This is an optimization exercise on Yosys and OpenROAD, whose aim is small area, a short achievable clock period and few clock cycles, not a production implementation. Function was checked by simulation only, so behaviour that the tests miss may differ from the original. No activity file was given, so power comes from the tool's default toggle rates.

File: flow/flow/run.sh
#!/bin/bash
# Own layout flow: the standard flow (standard.sh, same synthesis script and
# config.mk settings), except that
#  - modules tsc_zp, tsc_sub, tsc_inj (substitution layer, round constants), tsc_upd and
#    tsc_absupd (state update,
#    absorb) come from flow/tsc_map.v, hand-mapped netlists of the same functions
#    in sky130_fd_sc_hd cells;
#  - the ABC buffers are removed at floorplan instead of an early timing repair;
#  - the port buffers are buf_2 cells and the resizer may change a cell's footprint;
#  - after global placement, high-fanout nets get placement-based buffer trees
#    (flow/pre_resize.tcl, flow/trees.tcl) before the standard repair_design, and
#    the output port buffers are moved next to the flip-flops that drive them
#    (flow/outbuf.tcl);
#  - timing repair after CTS and global routing aims SETUP_MARGIN ns below the period.
set -euo pipefail
W=$(pwd)
SETUP_MARGIN=${SETUP_MARGIN:-3.8}
awk 'BEGIN{skip=0} /^[ \t]*module[ \t]+(tsc_zp|tsc_sub|tsc_inj|tsc_upd|tsc_absupd)[ \t]*[(#]/{skip=1} {if(!skip)print} skip&&/^[ \t]*endmodule/{skip=0}' \
    design.v > layout_design.v
grep -qE "module (tsc_zp|tsc_sub|tsc_inj|tsc_upd|tsc_absupd)\b" layout_design.v && { echo "module not removed" >&2; exit 1; }
cat flow/tsc_map.v >> layout_design.v
sed "s#^export VERILOG_FILES *=.*#export VERILOG_FILES = $W/layout_design.v#" config.mk > config_own.mk
grep -q "layout_design.v" config_own.mk || { echo "VERILOG_FILES not set" >&2; exit 1; }
sed "s#$W/config.mk#$W/config_own.mk#g" standard.sh > own.sh
grep -q "config_own.mk" own.sh || { echo "config path not replaced" >&2; exit 1; }
bash own.sh REMOVE_ABC_BUFFERS=1 MATCH_CELL_FOOTPRINT=0 \
    "BUFFER_PORTS_ARGS=-buffer_cell sky130_fd_sc_hd__buf_2" \
    PRE_RESIZE_TCL=$W/flow/pre_resize.tcl \
    SETUP_SLACK_MARGIN=$SETUP_MARGIN finish > own_flow.log 2>&1
test -s out/final.def
File: flow/flow/outbuf.tcl
# Output port buffers next to the flip-flops that drive them: the flip-flop then sees
# a short wire, and the buffer drives the long wire to the pin.
proc tsc_output_buffers_near_drivers {} {
  set block [ord::get_db_block]
  set n 0
  foreach bterm [$block getBTerms] {
    if {[$bterm getIoType] != "OUTPUT"} continue
    set net [$bterm getNet]
    if {$net == "NULL"} continue
    foreach it [$net getITerms] {
      if {![$it isOutputSignal]} continue
      set buf [$it getInst]
      if {[[$buf getMaster] getName] ni {sky130_fd_sc_hd__buf_2 sky130_fd_sc_hd__buf_4}} continue
      foreach bi [$buf getITerms] {
        if {![$bi isInputSignal]} continue
        set inet [$bi getNet]
        if {$inet == "NULL"} continue
        foreach di [$inet getITerms] {
          if {![$di isOutputSignal]} continue
          set loc [[$di getInst] getLocation]
          $buf setLocation [lindex $loc 0] [lindex $loc 1]
          incr n
        }
      }
    }
  }
  puts "tsc_output_buffers_near_drivers: $n buffers moved"
}
File: flow/flow/pre_resize.tcl
# After global placement, before the first repair_design: buffer trees for the
# high-fanout nets (the state-update selects reach every lane), built from the
# placement, and the output port buffers moved next to their drivers.
source [file join [file dirname [info script]] trees.tcl]
tsc_fanout_trees 24 12 sky130_fd_sc_hd__buf_4
source [file join [file dirname [info script]] outbuf.tcl]
tsc_output_buffers_near_drivers
File: flow/flow/trees.tcl
# Buffer trees for high-fanout signal nets, built from the placement: the loads of a
# net are split by recursive bisection on their locations into groups of at most
# LEAF loads, each group gets a buffer at its centre, and the net is treated again
# until its fanout is small.
proc tsc_split {items axis leaf} {
  if {[llength $items] <= $leaf} { return [list $items] }
  set idx [expr {$axis == 0 ? 1 : 2}]
  set sorted [lsort -integer -index $idx $items]
  set half [expr {[llength $sorted] / 2}]
  set a [lrange $sorted 0 [expr {$half - 1}]]
  set b [lrange $sorted $half end]
  return [concat [tsc_split $a [expr {1 - $axis}] $leaf] [tsc_split $b [expr {1 - $axis}] $leaf]]
}
proc tsc_loads {net} {
  set items {}
  foreach it [$net getITerms] {
    if {![$it isInputSignal]} continue
    set inst [$it getInst]
    set loc [$inst getLocation]
    lappend items [list $it [lindex $loc 0] [lindex $loc 1]]
  }
  return $items
}
proc tsc_tree {net leaf cell} {
  set block [ord::get_db_block]
  set dbu [$block getDefUnits]
  set n 0
  while {1} {
    set items [tsc_loads $net]
    if {[llength $items] <= $leaf} break
    set groups [tsc_split $items 0 $leaf]
    foreach g $groups {
      if {[llength $g] < 2} continue
      set pins {}
      set sx 0; set sy 0
      foreach e $g {
        set it [lindex $e 0]
        lappend pins [get_pins "[[$it getInst] getName]/[[$it getMTerm] getName]"]
        set sx [expr {$sx + [lindex $e 1]}]
        set sy [expr {$sy + [lindex $e 2]}]
      }
      set cx [expr {double($sx) / [llength $g] / $dbu}]
      set cy [expr {double($sy) / [llength $g] / $dbu}]
      insert_buffer -buffer_cell $cell -net [get_nets [$net getName]] -load_pins $pins -location [list $cx $cy]
      incr n
    }
  }
  return $n
}
proc tsc_fanout_trees {min_fanout leaf cell} {
  set block [ord::get_db_block]
  set todo {}
  foreach net [$block getNets] {
    if {[$net getSigType] != "SIGNAL"} continue
    set cnt 0
    foreach it [$net getITerms] { if {[$it isInputSignal]} { incr cnt } }
    if {$cnt >= $min_fanout} { lappend todo $net }
  }
  set total 0
  foreach net $todo {
    set nm [$net getName]
    set k [tsc_tree $net $leaf $cell]
    puts "tsc_fanout_trees: $nm: $k buffers"
    incr total $k
  }
  puts "tsc_fanout_trees: [llength $todo] nets, $total buffers"
}
File: flow/flow/tsc_map.v
// Gate-level versions of modules tsc_sub, tsc_upd and tsc_absupd of rtl/tsc_sponge.v
// (the same functions, in sky130_fd_sc_hd cells), used for the layout in their place.
// Trits are in the port code (bit 0: not 0, bit 1: -1).

// y = a1 & a2 | b1 & b2 | c1 & c2, as NAND-NAND
module tsc_sop3 (
    input  wire a1, a2, b1, b2, c1, c2,
    output wire y
);
    wire na, nb, nc;
    sky130_fd_sc_hd__nand2_1 u_a (.A(a1), .B(a2), .Y(na));
    sky130_fd_sc_hd__nand2_1 u_b (.A(b1), .B(b2), .Y(nb));
    sky130_fd_sc_hd__nand2_1 u_c (.A(c1), .B(c2), .Y(nc));
    sky130_fd_sc_hd__nand3_1 u_y (.A(na), .B(nb), .C(nc), .Y(y));
endmodule

// y = a1 & a2 | b1 & b2 | c1 & c2, as NAND-NAND with a larger output stage
module tsc_sop3_x2 (
    input  wire a1, a2, b1, b2, c1, c2,
    output wire y
);
    wire na, nb, nc;
    sky130_fd_sc_hd__nand2_1 u_a (.A(a1), .B(a2), .Y(na));
    sky130_fd_sc_hd__nand2_1 u_b (.A(b1), .B(b2), .Y(nb));
    sky130_fd_sc_hd__nand2_1 u_c (.A(c1), .B(c2), .Y(nc));
    sky130_fd_sc_hd__nand3_2 u_y (.A(na), .B(nb), .C(nc), .Y(y));
endmodule

// t = a + q, a one-hot (z: 0, m: -1, p: +1), q one-hot; t in the port code. Its
// outputs drive the index scramble, a long wire, so they come from larger cells.
module tsc_tsum (
    input  wire       az, am, ap,
    input  wire       qz, qm, qp,
    output wire [1:0] t
);
    wire z1, z2, z3, m1, m2, m3;
    sky130_fd_sc_hd__nand2_1 u_z1 (.A(az), .B(qz), .Y(z1));
    sky130_fd_sc_hd__nand2_1 u_z2 (.A(ap), .B(qm), .Y(z2));
    sky130_fd_sc_hd__nand2_1 u_z3 (.A(am), .B(qp), .Y(z3));
    sky130_fd_sc_hd__and3_2  u_nz (.A(z1), .B(z2), .C(z3), .X(t[0]));
    sky130_fd_sc_hd__nand2_1 u_m1 (.A(az), .B(qm), .Y(m1));
    sky130_fd_sc_hd__nand2_1 u_m2 (.A(am), .B(qz), .Y(m2));
    sky130_fd_sc_hd__nand2_1 u_m3 (.A(ap), .B(qp), .Y(m3));
    sky130_fd_sc_hd__nand3_2 u_m  (.A(m1), .B(m2), .C(m3), .Y(t[1]));
endmodule

// t[i] = s[i-D] + s[i] + s[i+D]
// zero and plus flags of each trit
module tsc_zp (
    input  wire [1457:0] s,
    output wire [728:0]  z,
    output wire [728:0]  p
);
    genvar i;
    generate
        for (i = 0; i < 729; i = i + 1) begin : g_h
            sky130_fd_sc_hd__inv_2  u_z (.A(s[2*i]), .Y(z[i]));
            sky130_fd_sc_hd__nor2_2 u_p (.A(z[i]), .B(s[2*i+1]), .Y(p[i]));
        end
    endgenerate
endmodule

module tsc_sub #(
    parameter integer D = 1
) (
    input  wire [1457:0] s,
    input  wire [728:0]  z,
    input  wire [728:0]  p,
    output wire [1457:0] t
);
    localparam N = 729;
    genvar m;
    generate
        for (m = 0; m < N; m = m + 2) begin : g_pair
            localparam integer I0 = (m * D) % N;
            localparam integer I1 = ((m + 1) * D) % N;
            localparam integer IM = ((m + N - 1) * D) % N;
            localparam integer IP = ((m + 2) * D) % N;
            wire qp, qm, qz;
            tsc_sop3_x2 u_qp (.a1(z[I0]), .a2(p[I1]), .b1(p[I0]), .b2(z[I1]), .c1(s[2*I0+1]), .c2(s[2*I1+1]), .y(qp));
            tsc_sop3_x2 u_qm (.a1(z[I0]), .a2(s[2*I1+1]), .b1(s[2*I0+1]), .b2(z[I1]), .c1(p[I0]), .c2(p[I1]), .y(qm));
            sky130_fd_sc_hd__nor2_2 u_qz (.A(qp), .B(qm), .Y(qz));
            tsc_tsum u_t0 (.az(z[IM]), .am(s[2*IM+1]), .ap(p[IM]), .qz(qz), .qm(qm), .qp(qp), .t(t[2*I0 +: 2]));
            if (m < N - 1) begin : g_t1
                tsc_tsum u_t1 (.az(z[IP]), .am(s[2*IP+1]), .ap(p[IP]), .qz(qz), .qm(qm), .qp(qp), .t(t[2*I1 +: 2]));
            end
        end
    endgenerate
endmodule

// y = a + c, c one-hot in sel = {c == 2, c == 1, c == 0}
module tsc_inj (
    input  wire [1:0] a,
    input  wire [2:0] sel,
    output wire [1:0] y
);
    wire z, p, nm, np, y0n, y1n;
    sky130_fd_sc_hd__inv_1    u_z  (.A(a[0]), .Y(z));
    sky130_fd_sc_hd__nor2_1   u_p  (.A(z), .B(a[1]), .Y(p));
    sky130_fd_sc_hd__inv_1    u_nm (.A(a[1]), .Y(nm));
    sky130_fd_sc_hd__inv_1    u_np (.A(p), .Y(np));
    sky130_fd_sc_hd__a222oi_1 u_y0 (.A1(sel[0]), .A2(a[0]), .B1(sel[1]), .B2(nm), .C1(sel[2]), .C2(np), .Y(y0n));
    sky130_fd_sc_hd__inv_2    u_o0 (.A(y0n), .Y(y[0]));
    sky130_fd_sc_hd__a222oi_1 u_y1 (.A1(sel[0]), .A2(a[1]), .B1(sel[1]), .B2(p), .C1(sel[2]), .C2(z), .Y(y1n));
    sky130_fd_sc_hd__inv_2    u_o1 (.A(y1n), .Y(y[1]));
endmodule

// d = take & x | keep & s
module tsc_upd (
    input  wire [W-1:0] x,
    input  wire [W-1:0] s,
    input  wire         take,
    input  wire         keep,
    output wire [W-1:0] d
);
    parameter integer W = 1458;
    genvar i;
    generate
        for (i = 0; i < W; i = i + 1) begin : g_d
            sky130_fd_sc_hd__a22o_1 u_d (.A1(take), .A2(x[i]), .B1(keep), .B2(s[i]), .X(d[i]));
        end
    endgenerate
endmodule

// Rate lanes of the state update with the absorb (see tsc_absupd in rtl/tsc_sponge.v).
// The lane decode of len is split in two 4-bit halves: i < len is
// (i/16 < len/16) | (i/16 == len/16) & (i%16 < len%16).
module tsc_absupd (
    input  wire [485:0] x,
    input  wire [485:0] s,
    input  wire [242:0] z,
    input  wire [242:0] p,
    input  wire [485:0] din,
    input  wire [7:0]   len,
    input  wire         take,
    input  wire         keep,
    input  wire         ea,
    input  wire         ef,
    output wire [485:0] d
);
    wire [15:0] ah_lt, ah_eq, bl_lt, bl_eq;
    genvar i;
    generate
        for (i = 0; i < 16; i = i + 1) begin : g_pre
            assign ah_lt[i] = (i < len[7:4]);
            assign ah_eq[i] = (i == len[7:4]);
            assign bl_lt[i] = (i < len[3:0]);
            assign bl_eq[i] = (i == len[3:0]);
        end
        for (i = 0; i < 243; i = i + 1) begin : g_lane
            wire c1, c2, lt, r1, r2, r0, g0, g1, g2, nm, np, pa, pb, ma, mb;
            sky130_fd_sc_hd__nor2_1   u_c1  (.A(din[2*i]), .B(din[2*i+1]), .Y(c1));
            sky130_fd_sc_hd__nor2b_1  u_c2  (.A(din[2*i+1]), .B_N(din[2*i]), .Y(c2));
            sky130_fd_sc_hd__a21o_1   u_lt  (.A1(ah_eq[i/16]), .A2(bl_lt[i%16]), .B1(ah_lt[i/16]), .X(lt));
            sky130_fd_sc_hd__and2_1   u_r1  (.A(lt), .B(c1), .X(r1));
            if (i == 0) begin : g_nopad
                // lane 0 never takes the pad (it would need L = 0)
                sky130_fd_sc_hd__and2_1 u_r2 (.A(lt), .B(c2), .X(r2));
            end else begin : g_pad
                wire eq;
                sky130_fd_sc_hd__and2_1 u_eq (.A(ah_eq[i/16]), .B(bl_eq[i%16]), .X(eq));
                sky130_fd_sc_hd__a21o_1 u_r2 (.A1(lt), .A2(c2), .B1(eq), .X(r2));
            end
            sky130_fd_sc_hd__nor2_1   u_r0  (.A(r1), .B(r2), .Y(r0));
            sky130_fd_sc_hd__a221o_1  u_g0  (.A1(ea), .A2(din[2*i+1]), .B1(ef), .B2(r0), .C1(keep), .X(g0));
            sky130_fd_sc_hd__a22o_1   u_g1  (.A1(ea), .A2(c1), .B1(ef), .B2(r1), .X(g1));
            sky130_fd_sc_hd__a22o_1   u_g2  (.A1(ea), .A2(c2), .B1(ef), .B2(r2), .X(g2));
            sky130_fd_sc_hd__inv_1    u_nm  (.A(s[2*i+1]), .Y(nm));
            sky130_fd_sc_hd__inv_1    u_np  (.A(p[i]), .Y(np));
            sky130_fd_sc_hd__a22oi_1  u_pa  (.A1(take), .A2(x[2*i]), .B1(g0), .B2(s[2*i]), .Y(pa));
            sky130_fd_sc_hd__a22oi_1  u_pb  (.A1(g1), .A2(nm), .B1(g2), .B2(np), .Y(pb));
            sky130_fd_sc_hd__nand2_1  u_p   (.A(pa), .B(pb), .Y(d[2*i]));
            sky130_fd_sc_hd__a22oi_1  u_ma  (.A1(take), .A2(x[2*i+1]), .B1(g0), .B2(s[2*i+1]), .Y(ma));
            sky130_fd_sc_hd__a22oi_1  u_mb  (.A1(g1), .A2(p[i]), .B1(g2), .B2(z[i]), .Y(mb));
            sky130_fd_sc_hd__nand2_1  u_m   (.A(ma), .B(mb), .Y(d[2*i+1]));
        end
    endgenerate
endmodule
File: flow/standard.sh
#!/bin/bash
# synth_recipe.tcl (not shown) runs the flow's synth.tcl, then flattens the netlist and writes it again
# the make line also repeats each setting of config.mk as NAME=value (left out here)
make -C /OpenROAD-flow-scripts/flow DESIGN_CONFIG=/design/flow/config.mk WORK_HOME=/design/flow/orfs CLKGATE_MAP_FILE= SYNTH_SCRIPT=/design/flow/synth_recipe.tcl "${@:-finish}"
File: flow/config.mk
export PLATFORM = sky130hd
export DESIGN_NAME = tsc_sponge
export DESIGN_NICKNAME = tsc_sponge
export VERILOG_FILES = /design/flow/design.v
export SDC_FILE = /design/flow/constraint.sdc
export NUM_CORES = 8
export LEC_CHECK = 0
export CAP_MARGIN = 15
export CORE_MARGIN = 2
export CORE_UTILIZATION = 35
export CTS_CLUSTER_DIAMETER = 100
export CTS_CLUSTER_SIZE = 16
export GPL_TIMING_DRIVEN = 0
export PLACE_DENSITY = 0.55
export SLEW_MARGIN = 15
File: flow/constraint.sdc
create_clock -name core_clock -period 6.5 [get_ports {clk}]
set_input_delay 1.3000 -clock core_clock [delete_from_list [all_inputs] [get_ports {clk}]]
set_output_delay 1.3000 -clock core_clock [all_outputs]
set_load 0.01 [all_outputs]
File: flow/design.v
module tsc_sponge (
    input  wire         clk,
    input  wire         rst,         
    input  wire         cmd_valid,
    output wire         cmd_ready,
    input  wire [1:0]   cmd_op,      
    input  wire [7:0]   din_len,     
    input  wire [485:0] din,         
    output wire [485:0] dout,        
    output wire         absorbed     
);
    localparam N    = 729;
    localparam RATE = 243;
    localparam K    = 1;           
    localparam B    = 27;           
    function [1:0] trot(input [1:0] a, input [1:0] c);
        begin
            case (c)
                2'd1:    trot = {a[0] & ~a[1], ~a[1]};      
                2'd2:    trot = {~a[0], ~(a[0] & ~a[1])};   
                default: trot = a;
            endcase
        end
    endfunction
    function [1:0] tadd_port(input [1:0] a, input [1:0] b);
        tadd_port = trot(a, b[1] ? 2'd0 : b[0] ? 2'd2 : 2'd1);
    endfunction
    reg  [2*N-1:0] st;
    reg            abs_flag;
    reg            busy;
    reg            rdy;           
    reg  [4:0]     cnt;
    reg  [1:0]     rm;            
    wire has_data = (din_len != 8'd0);
    wire perm_cmd = (cmd_op == 2'd1) || (cmd_op == 2'd3) ||
                    (cmd_op == 2'd2 && (has_data || !abs_flag));
    wire add_en   = !busy && (cmd_op == 2'd1 || (cmd_op == 2'd2 && has_data));
    wire [2*N-1:0] w0 = st;
    genvar i;
    wire [N-1:0] hz, hp;
    tsc_zp u_zp (.s(st), .z(hz), .p(hp));
    function [2:0] onehot3(input [1:0] c);
        onehot3 = {c == 2'd2, c == 2'd1, c == 2'd0};
    endfunction
    wire [2:0] csel_0 = onehot3(rm);
    wire [2:0] csel_1 = onehot3((rm + 2'd1) % 3);
    wire [2:0] csel_2 = onehot3((rm + 2'd2) % 3);
    wire [2*N-1:0] t0, w1;
    tsc_sub #(.D(1)) u_sub0 (.s(w0), .z(hz), .p(hp), .t(t0));
    generate
        for (i = 0; i < N; i = i + 1) begin : g_c0
            case (i)
                14: tsc_inj u_inj (.a(t0[2*i +: 2]), .sel(csel_0), .y(w1[2*i +: 2]));
                41: tsc_inj u_inj (.a(t0[2*i +: 2]), .sel(csel_1), .y(w1[2*i +: 2]));
                68: tsc_inj u_inj (.a(t0[2*i +: 2]), .sel(csel_2), .y(w1[2*i +: 2]));
                95: tsc_inj u_inj (.a(t0[2*i +: 2]), .sel(csel_0), .y(w1[2*i +: 2]));
                122: tsc_inj u_inj (.a(t0[2*i +: 2]), .sel(csel_1), .y(w1[2*i +: 2]));
                149: tsc_inj u_inj (.a(t0[2*i +: 2]), .sel(csel_2), .y(w1[2*i +: 2]));
                176: tsc_inj u_inj (.a(t0[2*i +: 2]), .sel(csel_0), .y(w1[2*i +: 2]));
                203: tsc_inj u_inj (.a(t0[2*i +: 2]), .sel(csel_1), .y(w1[2*i +: 2]));
                230: tsc_inj u_inj (.a(t0[2*i +: 2]), .sel(csel_2), .y(w1[2*i +: 2]));
                257: tsc_inj u_inj (.a(t0[2*i +: 2]), .sel(csel_0), .y(w1[2*i +: 2]));
                284: tsc_inj u_inj (.a(t0[2*i +: 2]), .sel(csel_1), .y(w1[2*i +: 2]));
                311: tsc_inj u_inj (.a(t0[2*i +: 2]), .sel(csel_2), .y(w1[2*i +: 2]));
                338: tsc_inj u_inj (.a(t0[2*i +: 2]), .sel(csel_0), .y(w1[2*i +: 2]));
                365: tsc_inj u_inj (.a(t0[2*i +: 2]), .sel(csel_1), .y(w1[2*i +: 2]));
                392: tsc_inj u_inj (.a(t0[2*i +: 2]), .sel(csel_2), .y(w1[2*i +: 2]));
                419: tsc_inj u_inj (.a(t0[2*i +: 2]), .sel(csel_0), .y(w1[2*i +: 2]));
                446: tsc_inj u_inj (.a(t0[2*i +: 2]), .sel(csel_1), .y(w1[2*i +: 2]));
                473: tsc_inj u_inj (.a(t0[2*i +: 2]), .sel(csel_2), .y(w1[2*i +: 2]));
                500: tsc_inj u_inj (.a(t0[2*i +: 2]), .sel(csel_0), .y(w1[2*i +: 2]));
                527: tsc_inj u_inj (.a(t0[2*i +: 2]), .sel(csel_1), .y(w1[2*i +: 2]));
                554: tsc_inj u_inj (.a(t0[2*i +: 2]), .sel(csel_2), .y(w1[2*i +: 2]));
                581: tsc_inj u_inj (.a(t0[2*i +: 2]), .sel(csel_0), .y(w1[2*i +: 2]));
                608: tsc_inj u_inj (.a(t0[2*i +: 2]), .sel(csel_1), .y(w1[2*i +: 2]));
                635: tsc_inj u_inj (.a(t0[2*i +: 2]), .sel(csel_2), .y(w1[2*i +: 2]));
                662: tsc_inj u_inj (.a(t0[2*i +: 2]), .sel(csel_0), .y(w1[2*i +: 2]));
                689: tsc_inj u_inj (.a(t0[2*i +: 2]), .sel(csel_1), .y(w1[2*i +: 2]));
                716: tsc_inj u_inj (.a(t0[2*i +: 2]), .sel(csel_2), .y(w1[2*i +: 2]));
                default: assign w1[2*i +: 2] = t0[2*i +: 2];
            endcase
        end
    endgenerate
    wire [2*N-1:0] chain;
    generate
        for (i = 0; i < N; i = i + 1) begin : g_scr
            localparam integer J = (i * 376 + 1) % N;
            assign chain[2*J +: 2] = w1[2*i +: 2];
        end
    endgenerate
    wire accept = cmd_valid && !busy;
    wire           go      = cmd_valid && !busy && !rst;
    wire           st_take = !rst && busy;                                      
    wire           st_ea   = go && (cmd_op == 2'd1);                            
    wire           st_ef   = go && (cmd_op == 2'd2);
    wire           st_keep = !rst && !busy && !(cmd_valid && cmd_op != 2'd3);   
    wire           cap_keep = !rst && !busy && !(cmd_valid && cmd_op == 2'd0);
    wire [2*N-1:0] st_next;
    tsc_upd #(.W(2*N-2*RATE)) u_upd (.x(chain[2*N-1:2*RATE]), .s(st[2*N-1:2*RATE]), .take(st_take),
                                     .keep(cap_keep), .d(st_next[2*N-1:2*RATE]));
    tsc_absupd u_absupd (.x(chain[2*RATE-1:0]), .s(st[2*RATE-1:0]), .z(hz[RATE-1:0]), .p(hp[RATE-1:0]),
                         .din(din), .len(din_len),
                         .take(st_take), .keep(st_keep), .ea(st_ea), .ef(st_ef),
                         .d(st_next[2*RATE-1:0]));
    always @(posedge clk)
        st <= st_next;
    always @(posedge clk) begin
        if (rst) begin
            abs_flag <= 1'b0;
            busy     <= 1'b0;
            rdy      <= 1'b1;
            cnt      <= 5'd0;
            rm       <= 2'd0;
        end else if (busy) begin
            rm <= (rm + K) % 3;
            if (cnt == B - 1) begin
                busy <= 1'b0;
                rdy  <= 1'b1;
                cnt  <= 5'd0;
                rm   <= 2'd0;
            end else begin
                cnt <= cnt + 5'd1;
            end
        end else if (accept) begin
            if (cmd_op == 2'd0) begin
                abs_flag <= 1'b0;
            end else if (perm_cmd) begin
                if (add_en)
                    abs_flag <= 1'b1;
                busy <= 1'b1;
                rdy  <= 1'b0;
                rm   <= 0;
            end
        end
    end
    assign cmd_ready = rdy;
    assign absorbed  = abs_flag;
    generate
        for (i = 0; i < RATE; i = i + 1) begin : g_out
            assign dout[2*i +: 2] = st[2*i +: 2];
        end
    endgenerate
endmodule
module tsc_zp (
    input  wire [1457:0] s,
    output wire [728:0]  z,
    output wire [728:0]  p
);
    genvar i;
    generate
        for (i = 0; i < 729; i = i + 1) begin : g_h
            assign z[i] = ~s[2*i];
            assign p[i] = s[2*i] & ~s[2*i+1];
        end
    endgenerate
endmodule
module tsc_sub #(
    parameter integer D = 1
) (
    input  wire [1457:0] s,
    input  wire [728:0]  z,      
    input  wire [728:0]  p,      
    output wire [1457:0] t
);
    localparam N = 729;
    function [2:0] qsum(input [2:0] a, input [2:0] b);
        reg p, m;
        begin
            p = (a[2] & b[0]) | (a[0] & b[2]) | (a[1] & b[1]);
            m = (a[2] & b[1]) | (a[1] & b[2]) | (a[0] & b[0]);
            qsum = {~(p | m), m, p};
        end
    endfunction
    function [1:0] tsum(input [2:0] a, input [2:0] q);
        tsum = {(a[2] & q[1]) | (a[1] & q[2]) | (a[0] & q[0]),
                ~((a[2] & q[2]) | (a[0] & q[1]) | (a[1] & q[0]))};
    endfunction
    genvar m;
    generate
        for (m = 0; m < N; m = m + 2) begin : g_pair
            localparam integer I0 = (m * D) % N;             
            localparam integer I1 = ((m + 1) * D) % N;
            localparam integer IM = ((m + N - 1) * D) % N;   
            localparam integer IP = ((m + 2) * D) % N;       
            wire [2:0] q = qsum({z[I0], s[2*I0+1], p[I0]}, {z[I1], s[2*I1+1], p[I1]});
            assign t[2*I0 +: 2] = tsum({z[IM], s[2*IM+1], p[IM]}, q);
            if (m < N - 1) begin : g_t1
                assign t[2*I1 +: 2] = tsum({z[IP], s[2*IP+1], p[IP]}, q);
            end
        end
    endgenerate
endmodule
module tsc_inj (
    input  wire [1:0] a,
    input  wire [2:0] sel,
    output wire [1:0] y
);
    wire z = ~a[0];                  
    wire p = a[0] & ~a[1];           
    assign y[0] = sel[0] & a[0] | sel[1] & ~a[1] | sel[2] & ~p;
    assign y[1] = sel[0] & a[1] | sel[1] & p     | sel[2] & z;
endmodule
module tsc_upd (
    input  wire [W-1:0] x,
    input  wire [W-1:0] s,
    input  wire         take,
    input  wire         keep,
    output wire [W-1:0] d
);
    parameter integer W = 1458;
    assign d = ({W{take}} & x) | ({W{keep}} & s);
endmodule
module tsc_absupd (
    input  wire [485:0] x,
    input  wire [485:0] s,
    input  wire [242:0] z,       
    input  wire [242:0] p,       
    input  wire [485:0] din,
    input  wire [7:0]   len,
    input  wire         take,
    input  wire         keep,
    input  wire         ea,
    input  wire         ef,
    output wire [485:0] d
);
    genvar i;
    generate
        for (i = 0; i < 243; i = i + 1) begin : g_lane
            wire c1 = ~din[2*i] & ~din[2*i+1];           
            wire c2 = din[2*i] & ~din[2*i+1];            
            wire c0 = din[2*i+1];                        
            wire lt = (i < len);
            wire eq = (i != 0) & (i == len);
            wire r1 = lt & c1;                           
            wire r2 = lt & c2 | eq;                      
            wire r0 = ~(r1 | r2);                        
            wire g0 = keep | ea & c0 | ef & r0;          
            wire g1 = ea & c1 | ef & r1;                 
            wire g2 = ea & c2 | ef & r2;                 
            assign d[2*i]   = take & x[2*i]   | g0 & s[2*i]   | g1 & ~s[2*i+1] | g2 & ~p[i];
            assign d[2*i+1] = take & x[2*i+1] | g0 & s[2*i+1] | g1 & p[i]      | g2 & z[i];
        end
    endgenerate
endmodule
==> flow_summary.yaml, run 1 <==
clock_network:
  cts-root-buf: "clkbuf_16"
  cts_buffers: 120
  clkLatencyLatePin_ns: 1.02
  clock_path_buffers: 4
  clkSlewWorstSetupHoldPaths_ns: 0.09
  clock-sinks: 1468
  cts_max_level: 3
  cts_tree: "yes"
synthesis:
  yosys.area.top_type: "dfxtp_1"
  synth-seq-cells: 1468
  avgSynthCellArea_sq_um: 6.88
  syn_area_sq_um: 126000
  async_flop_share_pct: 0
  synth.top_cell.area_share_pct: 23.4
  ys_seq_area_share_pct: 23.4
  synthTopCellsByArea: "dfxtp_1 (23%), nand2_1 (21%), nand3_2 (12%), a22o_1 (10%), a22oi_1 (5.8%)"
  syn_inst: 18200
  synthFlopType: "dfxtp_1"
  yosys_warnings: 1
  yosysUniqueCellTypes: 42
  synth-edff-count: 0
floorplan:
  core_area_sq_um: 356000
  ios: 987
  die_area_sq_um: 363000
  start_util_pct: 35.2
  num_rows: 219
  die_y_microns: 603
  die_w_microns: 603
cells_and_area:
  mostFrequentLayoutCells: "nand2_1 (7047), a22o_1 (1457), nand3_2 (1440), buf_4 (1162), nor2_2 (1067)"
  fillCellCount: 36300
  regArea_sq_um: 30700
  layout.cells.most_common: "nand2_1"
  multi_input_area_sq_um: 89100
  area_growth_pct: 23.8
  nets: 20700
  drive_gt1_share_pct: 36.3
timing:
  rsz0062_at_grt: "yes"
  setup_tns_ns: 0
  min_period_over_period_pct: 46.2
  worst_pin_slew_ns: 1.12
  setup_viol: 0
  layout_min_cycle_time_ns: 3.00
  skew_ns: 0.0684
  fin_ws_ns: 3.50
  max_slew_margin_pct: 25.1
  hold_violations: 0
  fmax_mhz: 333
  final-max-slew-violation-count: 0
place:
  dp_slack_ns: 1.37
  place.port_buffers: 986
  dp_hpwl_mm: 705
  gp_congestion: 1.07
global_route:
  antenna_found_initial: 196
  grt_pass1_vias: 131000
  grt_usage_pct: 44.3
  grt_pass1_wl_mm: 1110
  grt_max_degree: 17
  overflow: 0
pwr:
  swShare_pct: 47.4
  switching_power_w: 0.0164
  irDropWorstVdd_v: 0.000250
  clockPowerShare_pct: 23.4
  internal-power_w: 0.0182
  pwr-share-seq_pct: 30.5
  power_frac_comb_pct: 46.1
  p_leak_nw: 77.4
  p_per_area_nw_per_um2: 223
setup_path:
  cp_common_cell: "nor2_4"
  cp-end-kind: "flop"
  critical_path.max_fanout: 6
  cp_num_buf_inv: 6
  path_delay_family: "compound AO/OA/AOI/OAI gates"
  start_kind: "flop"
  worstSetupPathType: "flop to flop"
  cpPeakStageDelay_ns: 0.78
  cp_data_required_time_ns: 7.37
  arrival_ns: 3.88
  slowest_stage: "a222oi_1"
  crit_chain: "buf_6 -> nor2_4 -> nand2_2 -> nand3_4 -> nor2_4 -> nand2_1 -> and3_4 -> inv_4 -> nor2_4 -> inv_1 -> a222oi_1 -> buf_4 -> buf_8 -> inv_6 -> a22oi_2 -> nand2_1"
drt:
  detail_route.first_pass.iterations: 9
  drtIter0Drc: 25800
  vias_per_cell: 6.16
  route.detailed.drc: 0
  wire_per_inst_microns: 34.0
  routed_wl_mm: 858
  final_antenna_net_count: 0
  num_vias: 155000
run_status:
  status: "no timing/DRC/antenna violations"
min_path:
  worst_hold_path_type: "flop to flop"
run:
  cap_violations: 0
[power groups by stage]
stage                     Sequential, W  Clock [W]  Combinational [W]
after floorplan                  0.0105          0            0.00766
after global placement           0.0110          0             0.0135
after detailed placement         0.0109          0             0.0135
after CTS                        0.0105    0.00802             0.0147
after global routing             0.0106    0.00830             0.0160
final                            0.0106    0.00809             0.0159
[cells in the mapped netlist (3+ instances only)]
cell      count
a221o_1     243
nor2_1      550
and3_2      729
nor2b_1     250
inv_2       783
o21a_1        3
nor3_1        7
xor2_1        3
a21oi_1       8
ha_1          6
a22oi_1     972
a222oi_1     54
a22o_1     1458
nand2_1    7061
and2_1      488
inv_1       579
a21o_1      487
buf_2         9
nand4_1       5
nand2b_1      9
nor2_2     1094
buf_4       487
dfxtp_1    1468
nand3_2    1459
[metal layers]
metal / track usage [%] / vias up / part of all wire (%)
li1: - / 66400 / -
met1: 51.2 / 74200 / 35
met2: 60.6 / 11800 / 38
met3: 16.2 / 2977 / 14
met4: 47.1 / 58 / 13
met5: 0.489 / - / 0.060
[cell families (layout without fill, tap and decap cells)]
group	Yosys count	count (layout)	synth area share (%)
compound gates	3238	3238	21.4
xor+xnor	3	3	0.0209
fa+ha+maj	6	6	0.0598
buf+inv	1858	3856	7.02
flops	1468	1468	23.4
other cells	1	231	0.00299
simple gates	11700	11700	48.1
[worst register-to-register path: cells and delay by family, from the launching register on]
family                 cells  cell delay, ns
buffers and inverters      6            0.76
flip-flops                 1            0.36
AND/OR/NAND/NOR            8            0.81
AO/OA/AOI/OAI              2            0.92
[layout make-up]
type / count / share of cell area [%]
clock buffers: 133 / 2.04
multi-input cells: 14900 / 57.4
clock inverters: 40 / 0.291
repair buffers: 2321 / 13.1
inverters: 1362 / 3.34
flip-flops and latches: 1468 / 19.7
well taps: 4751 / 3.83
diodes: 213 / 0.343
[registers in the layout, indices dropped and copies added (netlist names)]
register / count
rm: 2
busy: 1
cnt: 5
rdy: 1
abs_flag: 1
st: 1458
[stage by stage]
stage | area, sq um | hold slack [ns] | std cells | util, % | power (W)
after floorplan | 122000 | 0.463 | 17800 | - | 0.0182
after global placement | 133000 | 0.476 | 23500 | 37.2 | 0.0245
after detailed placement | 139000 | 0.475 | 24200 | 39.0 | 0.0244
after CTS | 153000 | 0.499 | 24900 | 42.9 | 0.0332
after global routing | 155000 | 0.510 | 25100 | 43.5 | 0.0349
final | 155000 | 0.499 | 25200 | 43.6 | 0.0346
[worst paths after layout]
kind,slack (ns),endpoint,start,depth (start not counted)
worst max-delay path,3.50,st[0],st[189],16
worst min-delay path,0.50,st[1338],st[1338],1
worst max register to register,3.50,st[0],st[189],16
worst min register to register,0.50,st[1338],st[1338],1
[repair_timing]
action                     4_1_cts  5_1_grt
pin swaps                       91      172
resized for setup             2021      323
setup buffers                  592       80
hold buffers                     0        0
cloned                           3        3
setup endpoints to repair     1000      849
Testbench counts, summed over its fixed seeds: cycles 32,184.
==> run 2, diff against run 1 <==
--- a/flow/flow/run.sh
+++ b/flow/flow/run.sh
@@ -14,7 +14,7 @@
 #  - timing repair after CTS and global routing aims SETUP_MARGIN ns below the period.
 set -euo pipefail
 W=$(pwd)
-SETUP_MARGIN=${SETUP_MARGIN:-3.8}
+SETUP_MARGIN=${SETUP_MARGIN:-3.7}
 awk 'BEGIN{skip=0} /^[ \t]*module[ \t]+(tsc_zp|tsc_sub|tsc_inj|tsc_upd|tsc_absupd)[ \t]*[(#]/{skip=1} {if(!skip)print} skip&&/^[ \t]*endmodule/{skip=0}' \
     design.v > layout_design.v
 grep -qE "module (tsc_zp|tsc_sub|tsc_inj|tsc_upd|tsc_absupd)\b" layout_design.v && { echo "module not removed" >&2; exit 1; }
==> flow_summary.yaml, run 2 <==
setup_path:
  timing.rr.end: "st[0]"
  rr_worst_depth: 17
  critical_path.max_fanout: 5
  start_kind: "flop"
  r2r_start: "st[188]"
  cp-endpoint: "st[0]"
  arrival_ns: 3.93
  reg2reg_setup_slack_ns: 3.42
  crit_path_start: "st[188]"
  worstSetupPathType: "flop to flop"
  cp-end-kind: "flop"
  cp_data_required_time_ns: 7.35
timing:
  final-max-slew-violation-count: 0
  layout_min_cycle_time_ns: 3.08
  skew_ns: 0.0581
  hold_violations: 0
  setup_viol: 0
  fmax_mhz: 324
  setup_tns_ns: 0
  worst_pin_slew_ns: 1.20
  rsz0062_at_grt: "yes"
  max_slew_margin_pct: 20.2
  min_period_over_period_pct: 47.4
cells_and_area:
  mostFrequentLayoutCells: "nand2_1 (7050), a22o_1 (1457), nand3_2 (1449), buf_4 (1131), nor2_2 (1074)"
  fillCellCount: 36700
  top_register: "st"
  instances_no_fill: 24900
  largest_reg_flops: 1458
  nets: 20400
  drive_gt1_share_pct: 34.6
  post-route-util_pct: 42.1
  top_regs: "st (1458), cnt (5), rm (2)"
  area_growth_pct: 19.7
  layout.cells.most_common: "nand2_1"
pwr:
  p_leak_nw: 75.3
  pwr-share-seq_pct: 31.2
  power_frac_comb_pct: 45.0
  clockPowerShare_pct: 23.8
  switching_power_w: 0.0162
  p_per_area_nw_per_um2: 226
  swShare_pct: 47.6
  irDropWorstVdd_v: 0.000240
  internal-power_w: 0.0178
clock_network:
  cts_buffers: 120
  cts_hold_buf: 0
  cts_tree: "yes"
  clock-sinks: 1468
  cts_max_level: 3
  cts-root-buf: "clkbuf_16"
  clkSlewWorstSetupHoldPaths_ns: 0.09
  clkLatencyLatePin_ns: 0.98
  clock_path_buffers: 4
synthesis:
  async_flop_share_pct: 0
  avgSynthCellArea_sq_um: 6.88
  synthFlopType: "dfxtp_1"
  ys_seq_area_share_pct: 23.4
  yosys-top-cells-count: "nand2_1 (7061), dfxtp_1 (1468), nand3_2 (1459), a22o_1 (1458), nor2_2 (1094)"
  post-synth-top-count-cell: "nand2_1"
  syn_inst: 18200
  synth.top_cell.area_share_pct: 23.4
  synth-edff-count: 0
  yosys_warnings: 1
  yosysUniqueCellTypes: 42
  synth-seq-cells: 1468
  yosys.area.top_type: "dfxtp_1"
  syn_area_sq_um: 126000
  synthTopCellsByArea: "dfxtp_1 (23%), nand2_1 (21%), nand3_2 (12%), a22o_1 (10%), a22oi_1 (5.8%)"
drt:
  wire_per_inst_microns: 34.1
  vias_per_cell: 6.14
  route.detailed.drc: 0
  detail_route.first_pass.iterations: 10
  num_vias: 153000
  drtIter0Drc: 25800
  final_antenna_net_count: 0
  routed_wl_mm: 849
place:
  dp_cells: 24200
  place.port_buffers: 986
  dp_hpwl_mm: 705
  gp_congestion: 1.07
global_route:
  grt_pass1_wl_mm: 1100
  overflow: 0
  grt_usage_pct: 44.0
  grt_pass1_vias: 129000
  grt_max_degree: 17
  antenna_found_initial: 200
floorplan:
  start_util_pct: 35.2
  ios: 987
  num_rows: 219
  die_area_sq_um: 363000
  die_w_microns: 603
  die_y_microns: 603
  core_area_sq_um: 356000
min_path:
  hp-start: "st[300]"
  worst_hold_path_type: "flop to flop"
run:
  cap_violations: 0
run_status:
  status: "no timing/DRC/antenna violations"
## run 2: worst max-delay path, cell delays in order, from the launching register on
cell and delay [ns]:
dfxtp_2 0.35, buf_4 0.12, inv_4 0.05, nor2_4 0.16, nand2_2 0.09, nand3_4 0.12, nor2_4 0.06, nand2_1 0.06
and3_4 0.17, inv_2 0.05, nor2_4 0.07, inv_1 0.04, a222oi_1 0.83, buf_4 0.33, buf_8 0.16, inv_4 0.05
a22oi_2 0.14, nand2_1 0.07
## run 2: area by class of cell
| cell class | instances | area (sq um) | share of cell area [%] |
|---|---|---|---|
| inverter | 1362 | 5180 | 3.45 |
| tap | 4751 | 5940 | 3.96 |
| multi-input combinational | 14900 | 88400 | 58.8 |
| antenna | 207 | 518 | 0.345 |
| timing repair buffer | 2036 | 16000 | 10.6 |
| sequential | 1468 | 30600 | 20.4 |
| clock inverter | 40 | 453 | 0.301 |
| clock buffer | 133 | 3180 | 2.11 |
## run 2: kinds of logic after synthesis
| group | count (synthesis) | share of synthesized area (%) |
|---|---|---|
| compound gates | 3238 | 21.4 |
| xor+xnor | 3 | 0.0209 |
| fa+ha+maj | 6 | 0.0598 |
| buf+inv | 1858 | 7.02 |
| flops | 1468 | 23.4 |
| other cells | 1 | 0.00299 |
| simple gates | 11700 | 48.1 |
## run 2: power by group through the flow
stage / Sequential, W / Combinational [W] / Clock, W
finish: 0.0106 / 0.0153 / 0.00807
global route: 0.0106 / 0.0154 / 0.00830
CTS: 0.0105 / 0.0142 / 0.00802
detailed placement: 0.0109 / 0.0135 / 0
global placement: 0.0110 / 0.0135 / 0
floorplan: 0.0105 / 0.00766 / 0
## run 2: repair_timing
action                      CTS  global route
resized for setup          1466           152
setup buffers               340            49
setup endpoints to repair   980           346
pin swaps                    40            98
cloned                        2             1
## run 2: metal layers
layer / part of all wire (%) / wire (microns) / global-route usage [%]
met1: 35 / 300000 / 51.6
met2: 38 / 324000 / 60.2
met3: 14 / 116000 / 15.0
met4: 13 / 108000 / 46.4
met5: 0.046 / 393 / 0
## run 2: metrics by stage
step / hold WS [ns] / total power, W / cell area [sq um] / setup slack [ns]
floorplan: 0.463 / 0.0182 / 122000 / -50.10
global placement: 0.476 / 0.0245 / 133000 / -95.20
detailed placement: 0.475 / 0.0244 / 139000 / 1.37
CTS: 0.489 / 0.0327 / 149000 / 3.62
global route: 0.501 / 0.0342 / 150000 / 3.49
finish: 0.489 / 0.0339 / 150000 / 3.42
## run 2: worst min-delay path by stage
stage	end	depth (start not counted)
after detailed placement	st[1054]	1
after global placement	st[992]	1
after global routing	st[110]	2
final	st[300]	2
after floorplan	st[1000]	1
after CTS	st[296]	2

[re-timing with driven ports]
In the flow no input, the clock included, has a driving cell. The finished layouts below were timed again as built, in two steps.
Step 1, drivers: a clkbuf_16 drives clk and a buf_2 each remaining input, both assumed.
Step 2 moves the port delays by t, midway between the first and last clock arrival at a register: inputs arrive t later, outputs are due t later. That takes back most of the time a late clock gives input paths.
a / b / c = no drivers / after step 1 / after step 2; a / b = the first two.
run | shift t [ns] | slack for setup (ns) | worst register clock-pin slew, ns
run 1 | 1.083 | 3.498 / 3.498 / 2.550 | 0.09 / 0.09
run 2 | 1.070 | 3.418 / 3.418 / 2.511 | 0.09 / 0.09
After both steps every run listed still meets setup and hold. The setup slack of run 1, which loses most, moves by 0.000 ns with the drivers and by -0.948 ns with both steps.
